This design comes from an exercise in tuning for a short achievable clock period and few clock cycles per item on the open sky130 flow, not from production work. In this exercise RTL edits were held to simulation tests only and were not proved equivalent to the original. Power figures rest on the tool's default switching activity, not on a simulated workload.

File: run.sh
#!/bin/bash
# synth_recipe.tcl (not shown) runs the flow's synth.tcl, then flattens the netlist and writes it again
# the make line also repeats each setting of config.mk as NAME=value (left out here)
make -C /OpenROAD-flow-scripts/flow DESIGN_CONFIG=/design/flow/config.mk WORK_HOME=/design/flow/orfs CLKGATE_MAP_FILE= SYNTH_SCRIPT=/design/flow/synth_recipe.tcl finish
File: config.mk
export PLATFORM = sky130hd
export DESIGN_NAME = cpu32_core
export DESIGN_NICKNAME = cpu32_core
export VERILOG_FILES = /design/flow/design.v
export SDC_FILE = /design/flow/constraint.sdc
export NUM_CORES = 4
export LEC_CHECK = 0
export ABC_CLOCK_PERIOD_IN_PS = 1500
export CAP_MARGIN = 20
export CORE_MARGIN = 2
export CORE_UTILIZATION = 25
export PLACE_DENSITY = 0.35
export SETUP_SLACK_MARGIN = 5
export SLEW_MARGIN = 20
export SYNTH_MEMORY_MAX_BITS = 65536
export TNS_END_PERCENT = 100
File: constraint.sdc
create_clock -name core_clock -period 10.0 [get_ports {clk}]
set_input_delay 2.0000 -clock core_clock [delete_from_list [all_inputs] [get_ports {clk}]]
set_output_delay 2.0000 -clock core_clock [all_outputs]
set_load 0.01 [all_outputs]
File: design.v
module cpu32_core (
    input  wire        clk,
    input  wire        rst,
    output reg         mem_valid,
    output reg         mem_we,
    output reg  [9:0]  mem_addr,
    output reg  [31:0] mem_wdata,
    input  wire        mem_ready,
    input  wire [31:0] mem_rdata,
    output reg         io_valid,
    output reg  [1:0]  io_op,
    output reg  [31:0] io_wdata,
    input  wire        io_ready,
    input  wire [1:0]  io_rkind,
    input  wire [31:0] io_rdata,
    output reg         retire,
    output wire [2:0]  status,
    output wire [31:0] reg_a,
    output wire [31:0] reg_b,
    output wire [31:0] reg_c,
    output wire [31:0] reg_d,
    output wire [31:0] ip,
    output wire [6:0]  stk_size
);
    localparam [2:0] ST_OK       = 3'd0;
    localparam [2:0] ST_HALTED   = 3'd1;
    localparam [2:0] ST_ILL_INSN = 3'd2;
    localparam [2:0] ST_ILL_OPND = 3'd3;
    localparam [2:0] ST_BAD_ADDR = 3'd4;
    localparam [2:0] ST_BAD_STK  = 3'd5;
    localparam [2:0] ST_DIV_ZERO = 3'd6;
    localparam [2:0] ST_IO_ERR   = 3'd7;
    localparam [4:0] OP_NOP = 5'd0,  OP_HALT = 5'd1,  OP_ADD  = 5'd2,  OP_SUB  = 5'd3;
    localparam [4:0] OP_MUL = 5'd4,  OP_DIV  = 5'd5,  OP_INC  = 5'd6,  OP_DEC  = 5'd7;
    localparam [4:0] OP_LOOP = 5'd8, OP_MOVR = 5'd9,  OP_LOAD = 5'd10, OP_STORE = 5'd11;
    localparam [4:0] OP_IN  = 5'd12, OP_GET  = 5'd13, OP_OUT  = 5'd14, OP_PUT  = 5'd15;
    localparam [4:0] OP_SWAP = 5'd16, OP_PUSH = 5'd17, OP_POP = 5'd18;
    localparam [1:0] RK_EOI = 2'd1, RK_MALFORMED = 2'd2;
    localparam [9:0] WINDOW = 10'd32;
    localparam integer IXB = 6;
    localparam integer NE = 1 << IXB;
    reg [31:0] xa, xb, xc, xd;
    reg [31:0] ip_q;
    reg [2:0]  status_q;
    reg [6:0]  size_q;
    reg [9:0]  top_q;         
    reg [9:0]  paddr_q;       
    assign status   = status_q;
    assign reg_a    = xa;
    assign reg_b    = xb;
    assign reg_c    = xc;
    assign reg_d    = xd;
    assign ip       = ip_q;
    assign stk_size = size_q;
    wire run = (status_q == ST_OK);
    function [31:0] xsel;
        input [1:0] r;
        input [31:0] a, b, c, d;
        case (r)
            2'd0: xsel = a;
            2'd1: xsel = b;
            2'd2: xsel = c;
            default: xsel = d;
        endcase
    endfunction
    function [1:0] op_width;
        input [4:0] o;
        case (o)
            OP_NOP, OP_HALT: op_width = 2'd1;
            OP_MOVR, OP_LOAD, OP_STORE, OP_SWAP: op_width = 2'd3;
            default: op_width = 2'd2;
        endcase
    endfunction
    localparam EW = 46;
    reg [EW-1:0] ic_data [0:NE-1];
    reg [9-IXB:0] ic_tag [0:NE-1];
    reg [NE-1:0] ic_v;
    reg        ir_v;
    reg [4:0]  ir_opc;
    reg [2:0]  ir_err;        
    reg [1:0]  ir_r1, ir_r2;
    reg [31:0] ir_val;
    reg [1:0]  ir_w;
    reg        ir_taken;      
    reg [1:0]  ph;            
    reg  [31:0] ip1;
    wire [IXB-1:0] ix  = ip1[IXB-1:0];
    wire [EW-1:0] ent  = ic_data[ix];
    wire        ip1_ok = (ip1[31:10] == 22'd0) && (ip1[9:6] != 4'hF);
    wire        hit    = ic_v[ix] && (ic_tag[ix] == ip1[9:IXB]);
    wire [31:0] e_val  = ent[31:0];
    wire [4:0]  e_opc  = ent[36:32];
    wire [1:0]  e_r1   = ent[38:37];
    wire [1:0]  e_r2   = ent[40:39];
    wire [1:0]  e_err  = ent[42:41];
    wire [1:0]  e_w    = ent[44:43];
    wire        e_once = ent[45];
    wire        e_loop = (e_opc == OP_LOOP) && (e_err == 2'd0);
    wire ir_wr_c_dec  = (ir_opc == OP_DEC)  && (ir_r1 == 2'd2);
    wire ir_wr_c_inc  = (ir_opc == OP_INC)  && (ir_r1 == 2'd2);
    wire ir_wr_c_movr = (ir_opc == OP_MOVR) && (ir_r1 == 2'd2);
    wire ir_wr_c_other =
        ((ir_opc == OP_SWAP) && ((ir_r1 == 2'd2) || (ir_r2 == 2'd2))) ||
        (((ir_opc == OP_LOAD) || (ir_opc == OP_POP)) && (ir_r1 == 2'd2)) ||
        (ir_opc == OP_IN) || (ir_opc == OP_GET);
    wire c_nz_now = (xc != 32'd0);
    wire c_nz_next = !ir_v         ? c_nz_now :
                     ir_wr_c_dec   ? (xc != 32'd1) :
                     ir_wr_c_inc   ? (xc != 32'hFFFF_FFFF) :
                     ir_wr_c_movr  ? (ir_val != 32'd0) :
                     c_nz_now;
    wire loop_wait = ir_v && ir_wr_c_other;
    wire [31:0] v1 = xsel(ir_r1, xa, xb, xc, xd);
    function [39:0] ks40;
        input [39:0] a, b;
        input        cin;
        reg   [39:0] g, p, pp;
        integer i, d;
        begin
            g  = a & b;
            p  = a ^ b;
            pp = p;
            g[0] = g[0] | (p[0] & cin);
            for (d = 1; d < 40; d = d * 2)
                for (i = 39; i >= d; i = i - 1) begin
                    g[i]  = g[i] | (pp[i] & g[i-d]);
                    pp[i] = pp[i] & pp[i-d];
                end
            ks40 = p ^ {g[38:0], cin};
        end
    endfunction
    function [31:0] ks_add;
        input [31:0] a, b;
        input        cin;
        reg   [39:0] t;
        begin
            t = ks40({8'd0, a}, {8'd0, b}, cin);
            ks_add = t[31:0];
        end
    endfunction
    wire        alu_ab  = (ir_opc == OP_ADD) || (ir_opc == OP_SUB);
    wire [31:0] alu_a   = alu_ab ? xa : v1;
    wire [31:0] alu_b   = (ir_opc == OP_ADD) ? v1 :
                          (ir_opc == OP_SUB) ? ~v1 :
                          (ir_opc == OP_INC) ? 32'd0 : 32'hFFFF_FFFF;
    wire        alu_cin = (ir_opc == OP_SUB) || (ir_opc == OP_INC);
    wire [31:0] alu_res = ks_add(alu_a, alu_b, alu_cin);
    wire [31:0] v2 = xsel(ir_r2, xa, xb, xc, xd);
    wire [39:0] fsum40  = ks40({{8{xd[31]}}, xd}, {{8{ir_val[31]}}, ir_val}, 1'b0);
    wire [32:0] fsum    = fsum40[32:0];
    wire        frame_ok = (size_q != 7'd0) && (fsum[32:10] == 23'd0) && (fsum[9:0] <= ~top_q);
    wire [9:0]  faddr   = top_q + xd[9:0] + ir_val[9:0];
    wire [32*32-1:0] ml0;
    genvar mg;
    generate
        for (mg = 0; mg < 32; mg = mg + 1) begin : mpp
            assign ml0[mg*32 +: 32] = v1[mg] ? (xa << mg) : 32'd0;
        end
    endgenerate
    wire [22*32-1:0] ml1;
    genvar ml1_g;
    generate
        for (ml1_g = 0; ml1_g < 10; ml1_g = ml1_g + 1) begin : ml1_csa
            wire [31:0] p = ml0[(3*ml1_g)*32 +: 32];
            wire [31:0] q = ml0[(3*ml1_g+1)*32 +: 32];
            wire [31:0] r = ml0[(3*ml1_g+2)*32 +: 32];
            wire [31:0] cy = (p & q) | (p & r) | (q & r);
            assign ml1[(2*ml1_g)*32 +: 32] = p ^ q ^ r;
            assign ml1[(2*ml1_g+1)*32 +: 32] = {cy[30:0], 1'b0};
        end
    endgenerate
    assign ml1[22*32-1:20*32] = ml0[32*32-1:30*32];
    wire [15*32-1:0] ml2;
    genvar ml2_g;
    generate
        for (ml2_g = 0; ml2_g < 7; ml2_g = ml2_g + 1) begin : ml2_csa
            wire [31:0] p = ml1[(3*ml2_g)*32 +: 32];
            wire [31:0] q = ml1[(3*ml2_g+1)*32 +: 32];
            wire [31:0] r = ml1[(3*ml2_g+2)*32 +: 32];
            wire [31:0] cy = (p & q) | (p & r) | (q & r);
            assign ml2[(2*ml2_g)*32 +: 32] = p ^ q ^ r;
            assign ml2[(2*ml2_g+1)*32 +: 32] = {cy[30:0], 1'b0};
        end
    endgenerate
    assign ml2[15*32-1:14*32] = ml1[22*32-1:21*32];
    wire [10*32-1:0] ml3;
    genvar ml3_g;
    generate
        for (ml3_g = 0; ml3_g < 5; ml3_g = ml3_g + 1) begin : ml3_csa
            wire [31:0] p = ml2[(3*ml3_g)*32 +: 32];
            wire [31:0] q = ml2[(3*ml3_g+1)*32 +: 32];
            wire [31:0] r = ml2[(3*ml3_g+2)*32 +: 32];
            wire [31:0] cy = (p & q) | (p & r) | (q & r);
            assign ml3[(2*ml3_g)*32 +: 32] = p ^ q ^ r;
            assign ml3[(2*ml3_g+1)*32 +: 32] = {cy[30:0], 1'b0};
        end
    endgenerate
    wire [7*32-1:0] ml4;
    genvar ml4_g;
    generate
        for (ml4_g = 0; ml4_g < 3; ml4_g = ml4_g + 1) begin : ml4_csa
            wire [31:0] p = ml3[(3*ml4_g)*32 +: 32];
            wire [31:0] q = ml3[(3*ml4_g+1)*32 +: 32];
            wire [31:0] r = ml3[(3*ml4_g+2)*32 +: 32];
            wire [31:0] cy = (p & q) | (p & r) | (q & r);
            assign ml4[(2*ml4_g)*32 +: 32] = p ^ q ^ r;
            assign ml4[(2*ml4_g+1)*32 +: 32] = {cy[30:0], 1'b0};
        end
    endgenerate
    assign ml4[7*32-1:6*32] = ml3[10*32-1:9*32];
    wire [5*32-1:0] ml5;
    genvar ml5_g;
    generate
        for (ml5_g = 0; ml5_g < 2; ml5_g = ml5_g + 1) begin : ml5_csa
            wire [31:0] p = ml4[(3*ml5_g)*32 +: 32];
            wire [31:0] q = ml4[(3*ml5_g+1)*32 +: 32];
            wire [31:0] r = ml4[(3*ml5_g+2)*32 +: 32];
            wire [31:0] cy = (p & q) | (p & r) | (q & r);
            assign ml5[(2*ml5_g)*32 +: 32] = p ^ q ^ r;
            assign ml5[(2*ml5_g+1)*32 +: 32] = {cy[30:0], 1'b0};
        end
    endgenerate
    assign ml5[5*32-1:4*32] = ml4[7*32-1:6*32];
    reg  [32*5-1:0] mul_rows;
    wire [4*32-1:0] ml6;
    genvar ml6_g;
    generate
        for (ml6_g = 0; ml6_g < 1; ml6_g = ml6_g + 1) begin : ml6_csa
            wire [31:0] p = mul_rows[(3*ml6_g)*32 +: 32];
            wire [31:0] q = mul_rows[(3*ml6_g+1)*32 +: 32];
            wire [31:0] r = mul_rows[(3*ml6_g+2)*32 +: 32];
            wire [31:0] cy = (p & q) | (p & r) | (q & r);
            assign ml6[(2*ml6_g)*32 +: 32] = p ^ q ^ r;
            assign ml6[(2*ml6_g+1)*32 +: 32] = {cy[30:0], 1'b0};
        end
    endgenerate
    assign ml6[4*32-1:2*32] = mul_rows[5*32-1:3*32];
    wire [3*32-1:0] ml7;
    genvar ml7_g;
    generate
        for (ml7_g = 0; ml7_g < 1; ml7_g = ml7_g + 1) begin : ml7_csa
            wire [31:0] p = ml6[(3*ml7_g)*32 +: 32];
            wire [31:0] q = ml6[(3*ml7_g+1)*32 +: 32];
            wire [31:0] r = ml6[(3*ml7_g+2)*32 +: 32];
            wire [31:0] cy = (p & q) | (p & r) | (q & r);
            assign ml7[(2*ml7_g)*32 +: 32] = p ^ q ^ r;
            assign ml7[(2*ml7_g+1)*32 +: 32] = {cy[30:0], 1'b0};
        end
    endgenerate
    assign ml7[3*32-1:2*32] = ml6[4*32-1:3*32];
    wire [2*32-1:0] ml8;
    genvar ml8_g;
    generate
        for (ml8_g = 0; ml8_g < 1; ml8_g = ml8_g + 1) begin : ml8_csa
            wire [31:0] p = ml7[(3*ml8_g)*32 +: 32];
            wire [31:0] q = ml7[(3*ml8_g+1)*32 +: 32];
            wire [31:0] r = ml7[(3*ml8_g+2)*32 +: 32];
            wire [31:0] cy = (p & q) | (p & r) | (q & r);
            assign ml8[(2*ml8_g)*32 +: 32] = p ^ q ^ r;
            assign ml8[(2*ml8_g+1)*32 +: 32] = {cy[30:0], 1'b0};
        end
    endgenerate
    wire [31:0] mul_res = ks_add(ml8[31:0], ml8[63:32], 1'b0);
    reg  [31:0] dv_a, dv_b;        
    reg         dv_neg;
    reg  [31:0] dv_q;              
    reg  [31:0] dv_r;              
    reg  [3:0]  dv_cnt;            
    reg  [35:0] dm3, dm5, dm7, dm9, dm11, dm13, dm15;
    wire [31:0] a_mag = xa[31] ? ks_add(~xa, 32'd0, 1'b1) : xa;
    wire [31:0] b_mag = v1[31] ? ks_add(~v1, 32'd0, 1'b1) : v1;
    wire [35:0] db  = {4'd0, dv_b};
    wire [39:0] n3w  = ks40({4'd0, db}, {4'd0, db[34:0], 1'b0}, 1'b0);
    wire [39:0] n5w  = ks40({4'd0, db}, {4'd0, db[33:0], 2'b0}, 1'b0);
    wire [39:0] n9w  = ks40({4'd0, db}, {4'd0, db[32:0], 3'b0}, 1'b0);
    wire [39:0] n7w  = ks40({4'd0, db[32:0], 3'b0}, ~{4'd0, db}, 1'b1);
    wire [39:0] n15w = ks40({4'd0, db[31:0], 4'b0}, ~{4'd0, db}, 1'b1);
    wire [35:0] n3  = n3w[35:0];
    wire [35:0] n5  = n5w[35:0];
    wire [35:0] n9  = n9w[35:0];
    wire [35:0] n7  = n7w[35:0];
    wire [35:0] n15 = n15w[35:0];
    wire [39:0] n11w = ks40({4'd0, db[32:0], 3'b0}, {4'd0, n3}, 1'b0);
    wire [39:0] n13w = ks40({4'd0, db[31:0], 4'b0}, ~{4'd0, n3}, 1'b1);
    wire [35:0] n11 = n11w[35:0];
    wire [35:0] n13 = n13w[35:0];
    wire dz1 = (dv_a[31:28] < dv_b);
    wire dz2 = (dv_a[31:24] < dv_b);
    wire dz3 = (dv_a[31:20] < dv_b);
    wire dz4 = (dv_a[31:16] < dv_b);
    wire dz5 = (dv_a[31:12] < dv_b);
    wire dz6 = (dv_a[31:8]  < dv_b);
    wire dz7 = (dv_a[31:4]  < dv_b);
    wire dz8 = (dv_a        < dv_b);
    reg  [3:0]  dv_k;
    reg  [31:0] dv_a_sh;
    reg  [31:0] dv_a_hi;
    always @* begin
        dv_k = 4'd0; dv_a_sh = dv_a; dv_a_hi = 32'd0;
        if (dz1) begin dv_k = 4'd1; dv_a_sh = {dv_a[27:0], 4'd0};  dv_a_hi = {28'd0, dv_a[31:28]}; end
        if (dz2) begin dv_k = 4'd2; dv_a_sh = {dv_a[23:0], 8'd0};  dv_a_hi = {24'd0, dv_a[31:24]}; end
        if (dz3) begin dv_k = 4'd3; dv_a_sh = {dv_a[19:0], 12'd0}; dv_a_hi = {20'd0, dv_a[31:20]}; end
        if (dz4) begin dv_k = 4'd4; dv_a_sh = {dv_a[15:0], 16'd0}; dv_a_hi = {16'd0, dv_a[31:16]}; end
        if (dz5) begin dv_k = 4'd5; dv_a_sh = {dv_a[11:0], 20'd0}; dv_a_hi = {12'd0, dv_a[31:12]}; end
        if (dz6) begin dv_k = 4'd6; dv_a_sh = {dv_a[7:0], 24'd0};  dv_a_hi = {8'd0, dv_a[31:8]};   end
        if (dz7) begin dv_k = 4'd7; dv_a_sh = {dv_a[3:0], 28'd0};  dv_a_hi = {4'd0, dv_a[31:4]};   end
        if (dz8) begin dv_k = 4'd8; dv_a_sh = 32'd0;               dv_a_hi = dv_a;                 end
    end
    wire [35:0] dm1  = {4'd0, dv_b};
    wire [35:0] dm2  = {3'd0, dv_b, 1'b0};
    wire [35:0] dm4  = {2'd0, dv_b, 2'b0};
    wire [35:0] dm8  = {1'd0, dv_b, 3'b0};
    wire [35:0] dm6  = {dm3[34:0], 1'b0};
    wire [35:0] dm10 = {dm5[34:0], 1'b0};
    wire [35:0] dm12 = {dm3[33:0], 2'b0};
    wire [35:0] dm14 = {dm7[34:0], 1'b0};
    wire [36:0] dr = {1'b0, dv_r, dv_q[31:28]};
    wire [39:0] t1w = ks40({3'd0, dr}, ~{4'd0, dm1}, 1'b1);
    wire [36:0] t1 = t1w[36:0];
    wire [39:0] t2w = ks40({3'd0, dr}, ~{4'd0, dm2}, 1'b1);
    wire [36:0] t2 = t2w[36:0];
    wire [39:0] t3w = ks40({3'd0, dr}, ~{4'd0, dm3}, 1'b1);
    wire [36:0] t3 = t3w[36:0];
    wire [39:0] t4w = ks40({3'd0, dr}, ~{4'd0, dm4}, 1'b1);
    wire [36:0] t4 = t4w[36:0];
    wire [39:0] t5w = ks40({3'd0, dr}, ~{4'd0, dm5}, 1'b1);
    wire [36:0] t5 = t5w[36:0];
    wire [39:0] t6w = ks40({3'd0, dr}, ~{4'd0, dm6}, 1'b1);
    wire [36:0] t6 = t6w[36:0];
    wire [39:0] t7w = ks40({3'd0, dr}, ~{4'd0, dm7}, 1'b1);
    wire [36:0] t7 = t7w[36:0];
    wire [39:0] t8w = ks40({3'd0, dr}, ~{4'd0, dm8}, 1'b1);
    wire [36:0] t8 = t8w[36:0];
    wire [39:0] t9w = ks40({3'd0, dr}, ~{4'd0, dm9}, 1'b1);
    wire [36:0] t9 = t9w[36:0];
    wire [39:0] t10w = ks40({3'd0, dr}, ~{4'd0, dm10}, 1'b1);
    wire [36:0] t10 = t10w[36:0];
    wire [39:0] t11w = ks40({3'd0, dr}, ~{4'd0, dm11}, 1'b1);
    wire [36:0] t11 = t11w[36:0];
    wire [39:0] t12w = ks40({3'd0, dr}, ~{4'd0, dm12}, 1'b1);
    wire [36:0] t12 = t12w[36:0];
    wire [39:0] t13w = ks40({3'd0, dr}, ~{4'd0, dm13}, 1'b1);
    wire [36:0] t13 = t13w[36:0];
    wire [39:0] t14w = ks40({3'd0, dr}, ~{4'd0, dm14}, 1'b1);
    wire [36:0] t14 = t14w[36:0];
    wire [39:0] t15w = ks40({3'd0, dr}, ~{4'd0, dm15}, 1'b1);
    wire [36:0] t15 = t15w[36:0];
    reg  [3:0]  dgt;
    reg  [31:0] dnr;
    always @* begin
        dgt = 4'd0;  dnr = dr[31:0];
        if (!t1[36])  begin dgt = 4'd1;  dnr = t1[31:0];  end
        if (!t2[36])  begin dgt = 4'd2;  dnr = t2[31:0];  end
        if (!t3[36])  begin dgt = 4'd3;  dnr = t3[31:0];  end
        if (!t4[36])  begin dgt = 4'd4;  dnr = t4[31:0];  end
        if (!t5[36])  begin dgt = 4'd5;  dnr = t5[31:0];  end
        if (!t6[36])  begin dgt = 4'd6;  dnr = t6[31:0];  end
        if (!t7[36])  begin dgt = 4'd7;  dnr = t7[31:0];  end
        if (!t8[36])  begin dgt = 4'd8;  dnr = t8[31:0];  end
        if (!t9[36])  begin dgt = 4'd9;  dnr = t9[31:0];  end
        if (!t10[36]) begin dgt = 4'd10; dnr = t10[31:0]; end
        if (!t11[36]) begin dgt = 4'd11; dnr = t11[31:0]; end
        if (!t12[36]) begin dgt = 4'd12; dnr = t12[31:0]; end
        if (!t13[36]) begin dgt = 4'd13; dnr = t13[31:0]; end
        if (!t14[36]) begin dgt = 4'd14; dnr = t14[31:0]; end
        if (!t15[36]) begin dgt = 4'd15; dnr = t15[31:0]; end
    end
    wire [31:0] dv_res = dv_neg ? ks_add(~dv_q, 32'd0, 1'b1) : dv_q;
    reg [9:0]  st_addr;
    reg [31:0] st_data;
    reg        st_ok;         
    reg        r_v;           
    reg        r_we;
    reg        r_s2;          
    reg        r_stale;       
    reg [9:0]  r_addr;
    reg [31:0] r_wd;
    reg        o_v;           
    reg [1:0]  o_op;
    reg [31:0] o_wd;
    always @* begin
        mem_valid = r_v && run;
        mem_we    = r_we;
        mem_addr  = r_addr;
        mem_wdata = r_wd;
        io_valid  = o_v && run;
        io_op     = o_op;
        io_wdata  = o_wd;
    end
    wire m_acc  = r_v && run && mem_ready;     
    wire s2_acc = m_acc && r_s2;               
    wire io_acc = o_v && run && io_ready;
    function [1:0] io_code;
        input [4:0] o;
        io_code = (o == OP_IN) ? 2'd0 : (o == OP_GET) ? 2'd1 : (o == OP_OUT) ? 2'd2 : 2'd3;
    endfunction
    wire          stk_we = s2_acc && r_we;
    wire [2047:0] stk_flat;
    genvar sg;
    generate
        for (sg = 0; sg < 64; sg = sg + 1) begin : stk
            reg [31:0] c;
            always @(posedge clk)
                if (rst) c <= 32'd0;
                else if (stk_we && r_addr[5:0] == sg) c <= r_wd;
            assign stk_flat[sg*32 +: 32] = c;
        end
    endgenerate
    wire [31:0] ld_data  = stk_flat[faddr[5:0]*32 +: 32];
    wire [31:0] pop_data = stk_flat[top_q[5:0]*32 +: 32];
    wire go = ir_v && run;
    wire is_err = (ir_err != 3'd0);
    reg [31:0] xa_n, xb_n, xc_n, xd_n, ip_n;
    reg [2:0]  status_n;
    reg [6:0]  size_n;
    reg [9:0]  top_n, paddr_n;
    reg        done;           
    reg        fail;           
    reg [1:0]  ph_next;        
    reg        s2_wr_now;      
    reg [9:0]  s2_wr_addr;
    reg [31:0] s2_wr_data;
    reg        s2_io_now;      
    reg        wen;            
    reg [31:0] wv;
    reg        wen_a;          
    reg        swp;            
    reg        eoi;            
    always @* begin
        status_n   = status_q;
        size_n     = size_q;
        top_n      = top_q;
        paddr_n    = paddr_q;
        done       = 1'b0;
        fail       = 1'b0;
        ph_next    = ph;
        s2_wr_now  = 1'b0;
        s2_wr_addr = st_addr;
        s2_wr_data = st_data;
        s2_io_now  = 1'b0;
        wen        = 1'b0;
        wen_a      = 1'b0;
        wv         = ir_val;
        swp        = 1'b0;
        eoi        = 1'b0;
        if (go) begin
            if (is_err) begin
                done = 1'b1; fail = 1'b1; status_n = ir_err;
            end else case (ir_opc)
                OP_HALT: begin
                    done = 1'b1; status_n = ST_HALTED;
                end
                OP_ADD: begin
                    done = 1'b1; wen_a = 1'b1; wv = alu_res;
                end
                OP_SUB: begin
                    done = 1'b1; wen_a = 1'b1; wv = alu_res;
                end
                OP_MUL: begin
                    ph_next = 2'd1;
                    if (ph == 2'd1) begin
                        done = 1'b1; wen_a = 1'b1; wv = mul_res;
                    end
                end
                OP_DIV: begin
                    ph_next = (ph == 2'd0) ? 2'd1 : 2'd2;
                    if (ph == 2'd1 && dv_b == 32'd0) begin
                        done = 1'b1; fail = 1'b1; status_n = ST_DIV_ZERO;
                    end else if (ph == 2'd2 && dv_cnt == 4'd0) begin
                        done = 1'b1; wen_a = 1'b1; wv = dv_res;
                    end else if (ph == 2'd2 && dv_cnt == 4'd1 && !dv_neg) begin
                        done = 1'b1; wen_a = 1'b1; wv = {dv_q[27:0], dgt};
                    end
                end
                OP_INC: begin
                    done = 1'b1; wen = 1'b1; wv = alu_res;
                end
                OP_DEC: begin
                    done = 1'b1; wen = 1'b1; wv = alu_res;
                end
                OP_MOVR: begin
                    done = 1'b1; wen = 1'b1; wv = ir_val;
                end
                OP_SWAP: begin
                    done = 1'b1; swp = 1'b1;
                end
                OP_LOAD: begin
                    ph_next = 2'd1;
                    if (ph != 2'd0) begin
                        done = 1'b1;
                        if (!st_ok) begin
                            fail = 1'b1; status_n = ST_BAD_STK;
                        end else begin
                            wen = 1'b1; wv = st_data;
                        end
                    end
                end
                OP_STORE: begin
                    if (ph == 2'd0) begin
                        ph_next    = 2'd1;
                        s2_wr_now  = 1'b1;     
                        s2_wr_addr = faddr;
                        s2_wr_data = v1;
                    end else if (!st_ok) begin
                        done = 1'b1; fail = 1'b1; status_n = ST_BAD_STK;
                    end else if (r_v && r_s2) begin
                        done = mem_ready;
                    end else begin
                        s2_wr_now = 1'b1;
                    end
                end
                OP_PUSH: begin
                    if (size_q == 7'd64) begin
                        done = 1'b1; fail = 1'b1; status_n = ST_BAD_STK;
                    end else if (r_v && r_s2) begin
                        done = mem_ready;
                        if (mem_ready) begin
                            size_n  = size_q + 7'd1;
                            paddr_n = paddr_q - 10'd1;
                            top_n   = paddr_q;
                        end
                    end else begin
                        s2_wr_now  = 1'b1;
                        s2_wr_addr = paddr_q;
                        s2_wr_data = v1;
                    end
                end
                OP_POP: begin
                    if (size_q == 7'd0) begin
                        done = 1'b1; fail = 1'b1; status_n = ST_BAD_STK;
                    end else if (r_v && r_s2) begin
                        done = mem_ready;
                        if (mem_ready) begin
                            wen     = 1'b1;
                            wv      = pop_data;
                            size_n  = size_q - 7'd1;
                            paddr_n = paddr_q + 10'd1;
                            top_n   = (size_q == 7'd1) ? 10'd1023 : (top_q + 10'd1);
                        end
                    end else begin
                        s2_wr_now  = 1'b1;
                        s2_wr_addr = top_q;
                        s2_wr_data = 32'd0;
                    end
                end
                OP_IN, OP_GET, OP_OUT, OP_PUT: begin
                    if (o_v) begin
                        done = io_ready;
                        if (io_ready && (ir_opc == OP_IN || ir_opc == OP_GET)) begin
                            if (ir_opc == OP_IN && io_rkind == RK_MALFORMED) begin
                                fail = 1'b1; status_n = ST_IO_ERR;
                            end else if (io_rkind == RK_EOI) begin
                                eoi = 1'b1;
                            end else begin
                                wen = 1'b1;
                                wv  = (ir_opc == OP_GET) ? {24'd0, io_rdata[7:0]} : io_rdata;
                            end
                        end
                    end else if (ph != 2'd0) begin
                        done = 1'b1; fail = 1'b1; status_n = ST_ILL_OPND;
                    end else begin
                        ph_next   = 2'd1;
                        s2_io_now = !(ir_opc == OP_PUT && v1[31:8] != 24'd0);
                    end
                end
                default: done = 1'b1;    
            endcase
        end
        xa_n = xa; xb_n = xb; xc_n = xc; xd_n = xd;
        if (wen_a) xa_n = wv;
        if (eoi) xc_n = 32'd0;
        if (wen || eoi) case (ir_r1)
            2'd0: xa_n = eoi ? 32'hFFFF_FFFF : wv;
            2'd1: xb_n = eoi ? 32'hFFFF_FFFF : wv;
            2'd2: xc_n = eoi ? 32'hFFFF_FFFF : wv;
            default: xd_n = eoi ? 32'hFFFF_FFFF : wv;
        endcase
        if (swp) begin
            case (ir_r1)
                2'd0: xa_n = v2;
                2'd1: xb_n = v2;
                2'd2: xc_n = v2;
                default: xd_n = v2;
            endcase
            case (ir_r2)
                2'd0: xa_n = v1;
                2'd1: xb_n = v1;
                2'd2: xc_n = v1;
                default: xd_n = v1;
            endcase
        end
        ip_n = (done && !fail) ? (ir_taken ? ir_val : {22'd0, ip_q[9:0] + {8'd0, ir_w}}) : ip_q;
    end
    reg  [9:0]  fa;            
    reg         rq_pend;       
    reg  [9:0]  fs_start;      
    reg  [1:0]  fs_pos;        
    reg  [4:0]  fs_opc;
    reg  [1:0]  fs_w;
    reg  [1:0]  fs_r1;
    reg         fs_r1bad;
    reg         fs_stop;
    wire        resp = rq_pend && !fs_stop;
    wire s2_free = !ir_v || done;
    wire s1_bad  = run && !ip1_ok;
    wire s1_hit_issue = run && ip1_ok && hit && !(e_loop && loop_wait);
    wire s1_issue = s2_free && (s1_bad || s1_hit_issue);
    wire s1_good  = s1_issue && !s1_bad && (e_err == 2'd0);
    wire e_taken  = e_loop && c_nz_next;
    wire s1_miss   = run && ip1_ok && !hit;
    wire restart   = s1_miss && (fs_stop || (fs_start != ip1[9:0]));
    wire [9:0] fs_end   = fs_start + {8'd0, fs_w};
    wire [9:0] fa_ahead = fa - ip1[9:0];
    wire       fa_stack = (fa[9:6] == 4'hF);
    wire       drain_ok = (fs_start == ip1[9:0]) && (fs_pos != 2'd0) && !rq_pend &&
                          (fa < fs_end) && !ir_v && !s1_issue;
    wire       fill_go  = run && (restart ||
                          (!fs_stop && (fa_ahead < WINDOW) && (!fa_stack || drain_ok)));
    wire [9:0] fill_addr = restart ? ip1[9:0] : fa;
    wire       r_hold    = r_v && run && !mem_ready;
    wire ir_wr_a  = (ir_opc == OP_ADD) || (ir_opc == OP_SUB) || (ir_opc == OP_MUL) || (ir_opc == OP_DIV);
    wire ir_wr_r1 = (ir_opc == OP_INC) || (ir_opc == OP_DEC) || (ir_opc == OP_MOVR) ||
                    (ir_opc == OP_LOAD) || (ir_opc == OP_POP) || (ir_opc == OP_IN) ||
                    (ir_opc == OP_GET) || (ir_opc == OP_SWAP);
    wire ir_wr_r2 = (ir_opc == OP_SWAP);
    wire ir_wr_c  = (ir_opc == OP_IN) || (ir_opc == OP_GET);
    wire hazard   = ir_v && ((ir_wr_a && e_r1 == 2'd0) || (ir_wr_r1 && e_r1 == ir_r1) ||
                             (ir_wr_r2 && e_r1 == ir_r2) || (ir_wr_c && e_r1 == 2'd2));
    wire [31:0] fwd_v1 = xsel(e_r1, xa, xb, xc, xd);
    wire st_res = go && (ir_opc == OP_STORE) && (ph == 2'd0) && !is_err;
    wire j_push = s1_good && !hazard && (e_opc == OP_PUSH) && (size_n != 7'd64);
    wire j_pop  = s1_good && (e_opc == OP_POP)  && (size_n != 7'd0);
    wire j_io   = s1_good && !hazard && ((e_opc == OP_IN) || (e_opc == OP_GET) || (e_opc == OP_OUT));
    wire fill_load = !r_hold && !j_push && !j_pop && !s2_wr_now && fill_go;
    wire [31:0] cel        = mem_rdata;
    wire        cell_legal = (cel[31:5] == 27'd0) && (cel[4:0] <= 5'd18);
    wire [1:0]  cell_w     = op_width(cel[4:0]);
    wire        cell_rbad  = (cel[31:2] != 30'd0);
    reg         f_done;        
    reg [EW-1:0] f_ent;
    reg [1:0]   f_w;
    always @* begin
        f_done = 1'b0;
        f_w    = fs_w;
        f_ent  = {EW{1'b0}};
        if (resp) begin
            case (fs_pos)
                2'd0: begin
                    f_w = cell_w;
                    if (!cell_legal) begin
                        f_done = 1'b1;
                        f_ent  = {1'b0, 2'd1, 2'd1, 2'd0, 2'd0, 5'd0, 32'd0};
                    end else if (cell_w == 2'd1) begin
                        f_done = 1'b1;
                        f_ent  = {1'b0, 2'd1, 2'd0, 2'd0, 2'd0, cel[4:0], 32'd0};
                    end
                end
                2'd1: begin
                    if (fs_w == 2'd2) begin
                        f_done = 1'b1;
                        f_ent  = {1'b0, 2'd2,
                                  ((fs_opc != OP_LOOP) && cell_rbad) ? 2'd2 : 2'd0,
                                  2'd0, cel[1:0], fs_opc, cel};
                    end
                end
                default: begin
                    f_done = 1'b1;
                    f_ent  = {1'b0, 2'd3,
                              (fs_r1bad || ((fs_opc == OP_SWAP) && cell_rbad)) ? 2'd2 : 2'd0,
                              cel[1:0], fs_r1, fs_opc, cel};
                end
            endcase
        end
    end
    wire [9:0] fs_last = fs_start + {8'd0, f_w} - 10'd1;
    wire       f_once  = (fs_last[9:6] == 4'hF);
    wire [9:0] fs_next = fs_start + {8'd0, f_w};
    always @(posedge clk) begin
        if (resp && !rst)
            ic_data[fs_start[IXB-1:0]] <= {f_once, f_ent[EW-2:0]};
        if (resp && !rst)
            ic_tag[fs_start[IXB-1:0]] <= fs_start[9:IXB];
    end
    always @(posedge clk) begin
        if (rst) begin
            xa <= 32'd0; xb <= 32'd0; xc <= 32'd0; xd <= 32'd0;
            ip_q     <= 32'd0;
            status_q <= ST_OK;
            size_q   <= 7'd0;
            top_q    <= 10'd1023;
            paddr_q  <= 10'd1023;
            retire   <= 1'b0;
            ir_v     <= 1'b0;
            ph       <= 2'd0;
            ip1      <= 32'd0;
            ic_v     <= {NE{1'b0}};
            fa       <= 10'd0;
            rq_pend  <= 1'b0;
            fs_start <= 10'd0;
            fs_pos   <= 2'd0;
            fs_stop  <= 1'b0;
            r_v      <= 1'b0;
            r_s2     <= 1'b0;
            r_stale  <= 1'b0;
            o_v      <= 1'b0;
        end else begin
            xa <= xa_n; xb <= xb_n; xc <= xc_n; xd <= xd_n;
            ip_q     <= ip_n;
            status_q <= status_n;
            size_q   <= size_n;
            top_q    <= top_n;
            paddr_q  <= paddr_n;
            retire   <= go && done;
            rq_pend <= m_acc && !r_s2 && !r_stale && !restart;
            if (r_hold) begin
                if (restart && !r_s2) r_stale <= 1'b1;
            end else if (j_push || j_pop) begin
                r_v     <= 1'b1;
                r_we    <= 1'b1;
                r_s2    <= 1'b1;
                r_stale <= 1'b0;
                r_addr  <= j_push ? paddr_n : top_n;
                r_wd    <= j_push ? fwd_v1 : 32'd0;
            end else if (s2_wr_now) begin
                r_v     <= !st_res || frame_ok;
                r_we    <= 1'b1;
                r_s2    <= 1'b1;
                r_stale <= 1'b0;
                r_addr  <= s2_wr_addr;
                r_wd    <= s2_wr_data;
            end else if (fill_go) begin
                r_v     <= 1'b1;
                r_we    <= 1'b0;
                r_s2    <= 1'b0;
                r_stale <= 1'b0;
                r_addr  <= fill_addr;
                fa      <= fill_addr + 10'd1;
            end else begin
                r_v     <= 1'b0;
                r_s2    <= 1'b0;
            end
            if (o_v && run && !io_ready) begin
            end else if (j_io) begin
                o_v  <= 1'b1;
                o_op <= io_code(e_opc);
                o_wd <= fwd_v1;
            end else if (s2_io_now) begin
                o_v  <= 1'b1;
                o_op <= io_code(ir_opc);
                o_wd <= v1;
            end else begin
                o_v  <= 1'b0;
            end
            if (resp) begin
                if (fs_pos == 2'd0) begin
                    fs_opc <= cel[4:0];
                    fs_w   <= cell_w;
                end
                if (fs_pos == 2'd1) begin
                    fs_r1    <= cel[1:0];
                    fs_r1bad <= cell_rbad;
                end
                if (f_done) begin
                    fs_pos   <= 2'd0;
                    fs_start <= fs_next;
                    if ((fs_pos == 2'd0 && !cell_legal) || (fs_next[9:6] == 4'hF))
                        fs_stop <= 1'b1;
                end else begin
                    fs_pos <= fs_pos + 2'd1;
                end
            end
            if (resp) begin
                ic_v[fs_start[IXB-1:0]] <= f_done;
            end
            if (restart) begin
                fs_start <= ip1[9:0];
                fs_pos   <= 2'd0;
                fs_stop  <= 1'b0;
                if (!fill_load) fa <= ip1[9:0];
            end
            if (s1_issue) begin
                ir_v     <= 1'b1;
                ph       <= 2'd0;
                if (s1_bad) begin
                    ir_err <= ST_BAD_ADDR;
                    ir_opc <= OP_NOP;
                end else begin
                    ir_err   <= (e_err == 2'd1) ? ST_ILL_INSN : (e_err == 2'd2) ? ST_ILL_OPND : ST_OK;
                    ir_opc   <= e_opc;
                    ir_r1    <= e_r1;
                    ir_r2    <= e_r2;
                    ir_val   <= e_val;
                    ir_w     <= e_w;
                    ir_taken <= e_taken;
                    if (e_taken) ip1 <= e_val;
                    else         ip1 <= {22'd0, ip1[9:0] + {8'd0, e_w}};
                    if (e_once && !(f_done && fs_start[IXB-1:0] == ix))
                        ic_v[ix] <= 1'b0;
                end
            end else if (done) begin
                ir_v <= 1'b0;
            end
            if (go && !done) ph <= ph_next;
            if (go) case (ir_opc)
                OP_MUL: if (ph == 2'd0) mul_rows <= ml5;
                OP_DIV: begin
                    if (ph == 2'd0) begin
                        dv_a   <= a_mag;
                        dv_b   <= b_mag;
                        dv_neg <= xa[31] ^ v1[31];
                    end else if (ph == 2'd1) begin
                        dm3  <= n3;  dm5  <= n5;  dm7  <= n7;  dm9 <= n9;
                        dm11 <= n11; dm13 <= n13; dm15 <= n15;
                        dv_q   <= dv_a_sh;
                        dv_r   <= dv_a_hi;
                        dv_cnt <= 4'd8 - dv_k;
                    end else if (dv_cnt != 4'd0) begin
                        dv_r   <= dnr;
                        dv_q   <= {dv_q[27:0], dgt};
                        dv_cnt <= dv_cnt - 4'd1;
                    end
                end
                OP_STORE: if (ph == 2'd0) begin
                    st_ok   <= frame_ok;
                    st_addr <= faddr;
                    st_data <= v1;
                end
                OP_LOAD: if (ph == 2'd0) begin
                    st_ok   <= frame_ok;
                    st_data <= ld_data;
                end
                default: ;
            endcase
        end
    end
endmodule
==> summary.txt <==
==> path summary, 6_finish.rpt <==
path	slack (ns)	cells after the start	end	from
min reg2reg	0.46	2	stk[19].c[17]$_SDFFE_PP0P_	stk[19].c[17]$_SDFFE_PP0P_
max	4.47	26	dm11[34]$_DFFE_PP_	dv_b[1]$_DFFE_PP_
min	0.46	2	stk[19].c[17]$_SDFFE_PP0P_	stk[19].c[17]$_SDFFE_PP0P_
max reg2reg	4.47	26	dm11[34]$_DFFE_PP_	dv_b[1]$_DFFE_PP_
==> routing by layer <==
layer	share of wire, %	GRT usage, %	routed length (um)
met4	6.2	13.0	112000
met1	41	33.3	744000
met2	45	40.0	814000
met3	7.3	4.49	132000
met5	0.021	0	383
==> area by class of cell <==
class | instances | area share, %
antenna | 128 | 0.0784
clock buffer | 1068 | 5.21
clock inverter | 328 | 0.774
inverter | 926 | 0.872
multi-input combinational | 20894 | 41.9
sequential | 6205 | 39.8
tap | 18018 | 5.52
timing repair buffer | 2150 | 5.79
==> placed cells by master (no fill, tap or decap), types with 552 or more instances in the layout <==
cell type	n
a21oi_1	3181
buf_4	1248
clkbuf_16	796
dfxtp_1	2334
edfxtp_1	3833
ha_1	1082
inv_1	846
mux2i_1	626
mux4_2	2103
nand2_1	5525
nor2_1	1049
o21ai_0	792
xnor2_1	552
==> flip-flops by register name, summed over array words and instances, names as in the netlist, 33 cells and up, named ones only <==
name and flops:
dm11 34, dm13 35, dm15 33, dm5 33, dm7 36, dm9 35, ic_data 2944, ic_tag 256
ic_v 64, mul_rows 86, stk.c 2048
==> through the flow <==
stage / util, % / setup slack (ns) / std cells
6_report: 30.3 / 4.47 / 49717
5_1_grt: 30.2 / 4.22 / 49658
4_1_cts: 29.8 / 4.36 / 49353
3_5_place_dp: 27.2 / 2.49 / 47416
3_3_place_gp: 27.1 / 1.97 / 47401
2_1_floorplan: - / 3.76 / 30217
==> power by group through the flow <==
| stage | Clock [mW] | Combinational [mW] | Sequential [mW] |
|---|---|---|---|
| after global routing | 29.3 | 1.43 | 27.1 |
| after floorplan | 0 | 0.611 | 27.7 |
| after global placement | 0 | 1.26 | 27.7 |
| final | 27.8 | 1.37 | 27.1 |
| after detailed placement | 0 | 1.27 | 27.7 |
| after CTS | 28.4 | 1.33 | 27.1 |
==> worst register-to-register path: stages, from the launching register on <==
cell and delay (ns):
edfxtp_1 0.42, buf_8 0.15, buf_6 0.12, fa_2 0.38
a21o_1 0.20, a21oi_4 0.21, nor2_2 0.08, o21ai_2 0.17
a21oi_4 0.10, and2_4 0.16, o21a_1 0.18, or2_4 0.25
xor2_4 0.17, ha_4 0.28, a21o_1 0.13, a21oi_2 0.07
nor3b_4 0.17, a21oi_2 0.15, nor2_1 0.07, o31ai_2 0.06
buf_4 0.19, o31ai_4 0.07, o31a_1 0.31, a211o_4 0.37
o311ai_4 0.35, a2111oi_2 0.12, or3b_4 0.38
==> cells by family after synthesis <==
| kind of cell | synth area share [%] |
|---|---|
| AOI/OAI and AO/OA | 12.2 |
| xor gates and xnor gates | 2.21 |
| adders and majority gates | 6.73 |
| buffers and inverters | 3.52 |
| DFF | 48.1 |
| muxes | 16.1 |
| and+or+nand+nor | 11.2 |
==> timing repair <==
| item | in CTS | in global routing |
|---|---|---|
| pin swaps | 263 | 411 |
| hold endpoints to repair | 0 | 0 |
| gates cloned | 71 | 36 |
| gates resized for setup | 1110 | 861 |
| buffers inserted | 470 | 197 |
| setup endpoints to repair | 1942 | 831 |
==> flow_summary.ini <==
[status]
status = no timing/DRC/antenna violations

[floorplanning]
core_mm2 = 1.35
die_height_mm = 1.17
rows = 427
initial_utilization_pct = 25.0
die_width_mm = 1.17
dieArea_mm2 = 1.36
pin_count = 320

[synthesis]
synthTopCellsByCount = 5672 x nand2_1, 3833 x edfxtp_1, 3302 x a21oi_1, 2372 x dfxtp_1, 2103 x mux4_2
synthFlopType = edfxtp_1
synth_edf_count = 3833
syn-cell-area_mm2 = 0.338
synth_top_cells_by_area = edfxtp_1 34%, dfxtp_1 14%, mux4_2 14%
synth_area_leader_cell = edfxtp_1
yosysUniqueCellTypes = 99
synth_seq_cells = 6205
synth_cells = 30217
yosys_warnings = 1
yosys.area.top_type_share_pct = 34.0
syn-num-nets = 31842
async_flop_share_pct = 0
seq_area_frac_synth_pct = 48.1
synth_area_per_cell_um2 = 11.2
post-synth-top-count-cell = nand2_1

[setup_path]
cp.arrival_ns = 6.45
cpLargestDelayFamily = compound AO/OA/AOI/OAI gates
crit_buf_inv = 3
critPathLaunchType = register
crit_required_ns = 10.92
slowest_delay_ns = 0.42
criticalPathCategory = register to register
endpoint_kind = register
crit_fanout = 5
crit_slowest_cell = edfxtp_1

[power]
p_int_mw = 43.2
combPwrFrac_pct = 2.4
clkPwrFrac_pct = 49.4
p_switching_mw = 13.1
ir_drop_v = 0.000154
swShare_pct = 23.3
total_power_mw = 56.3
seqPwrFrac_pct = 48.2
power.leakage_nw = 139
p_per_area_mw_per_mm2 = 138

[timing]
maxSlewViolCount = 0
timing.slew.headroom_pct = 5.08
tns_ns = 0
setup_violations = 0
holdWs_ns = 0.461
worstMarginPinSlew_ns = 1.42
timing_hold_violations_final = 0
post-route-period-util_pct = 55.3
period_needed_ns = 5.53
fmax_mhz = 181
skew_ns = 0.0924
rsz0062_at_grt = true

[final_layout]
n_fill_cell = 136910
seqCellArea_mm2 = 0.163
multi_input_area_mm2 = 0.171
drive_gt1_share_pct = 20.5
postLayoutCellArea_mm2 = 0.408
nets = 32564
area_growth_pct = 20.8

[clocking]
clk_pin_slew_ns = 0.06
cts.path.max_buffers = 5
insertion_delay_ns = 1.21
tritoncts = yes
clock_sink_count = 6205
htreeDepth = 6
cts_made_buffers = 762
hold_buffers = 0
cts_root_buf = clkbuf_16

[placement]
dp_hpwl_mm = 1120
gp_congestion = 0.924
place_area_mm2 = 0.367
io_buffers = 319

[grt]
grt_antenna_before_repair = 212
grt_start_max_net_pins = 204
track_usage_pct = 25.3
grt-ovfl-total = 0
grt_pass1_vias = 261246
grt_pass1_wl_mm = 2390

[routing]
vias = 270773
wl_per_cell_um = 36.3
drtAntennaViolNets = 0
routed_via_density = 5.45
drt_wl_total_mm = 1800
drt_pre_antenna_iters = 9
drc = 0
drt_iter0_markers = 32276

[min_path]
hold_path_class = register to register

[job]
max_cap_violations = 0
Testbench counts, summed over its fixed seeds: cycles 32,118, steps 22,112.

==> static timing again, ports no longer ideal <==
The flow's constraints put no driver on any port. The routed layout listed below was extracted and timed again, unchanged, in two steps. Step 1 (the two cells are an assumption about what drives the block):
set clk [get_ports {clk}]
set_driving_cell -lib_cell sky130_fd_sc_hd__clkbuf_16 $clk
set_driving_cell -lib_cell sky130_fd_sc_hd__buf_2 [delete_from_list [all_inputs] $clk]
Step 2 moves the port delays by t, midway between the first and last clock arrival at a register: inputs arrive t later, outputs are due t later. That takes back most of the time a late clock gives input paths. a / b / c = no drivers / after step 1 / after step 2; a / b = the first two.
t, ns: 1.331
setup slack, ns: 4.470 / 4.461 / 3.131
worst hold slack (ns): 0.461 / 0.461 / 0.461
slew at the worst register clock pin (ns): 0.07 / 0.07
worst slew at a driven data input, ns: 0.46
After both steps this run still meets setup and hold. For this run, drivers alone change the setup slack by -0.009 ns; drivers and shift together by -1.339 ns.
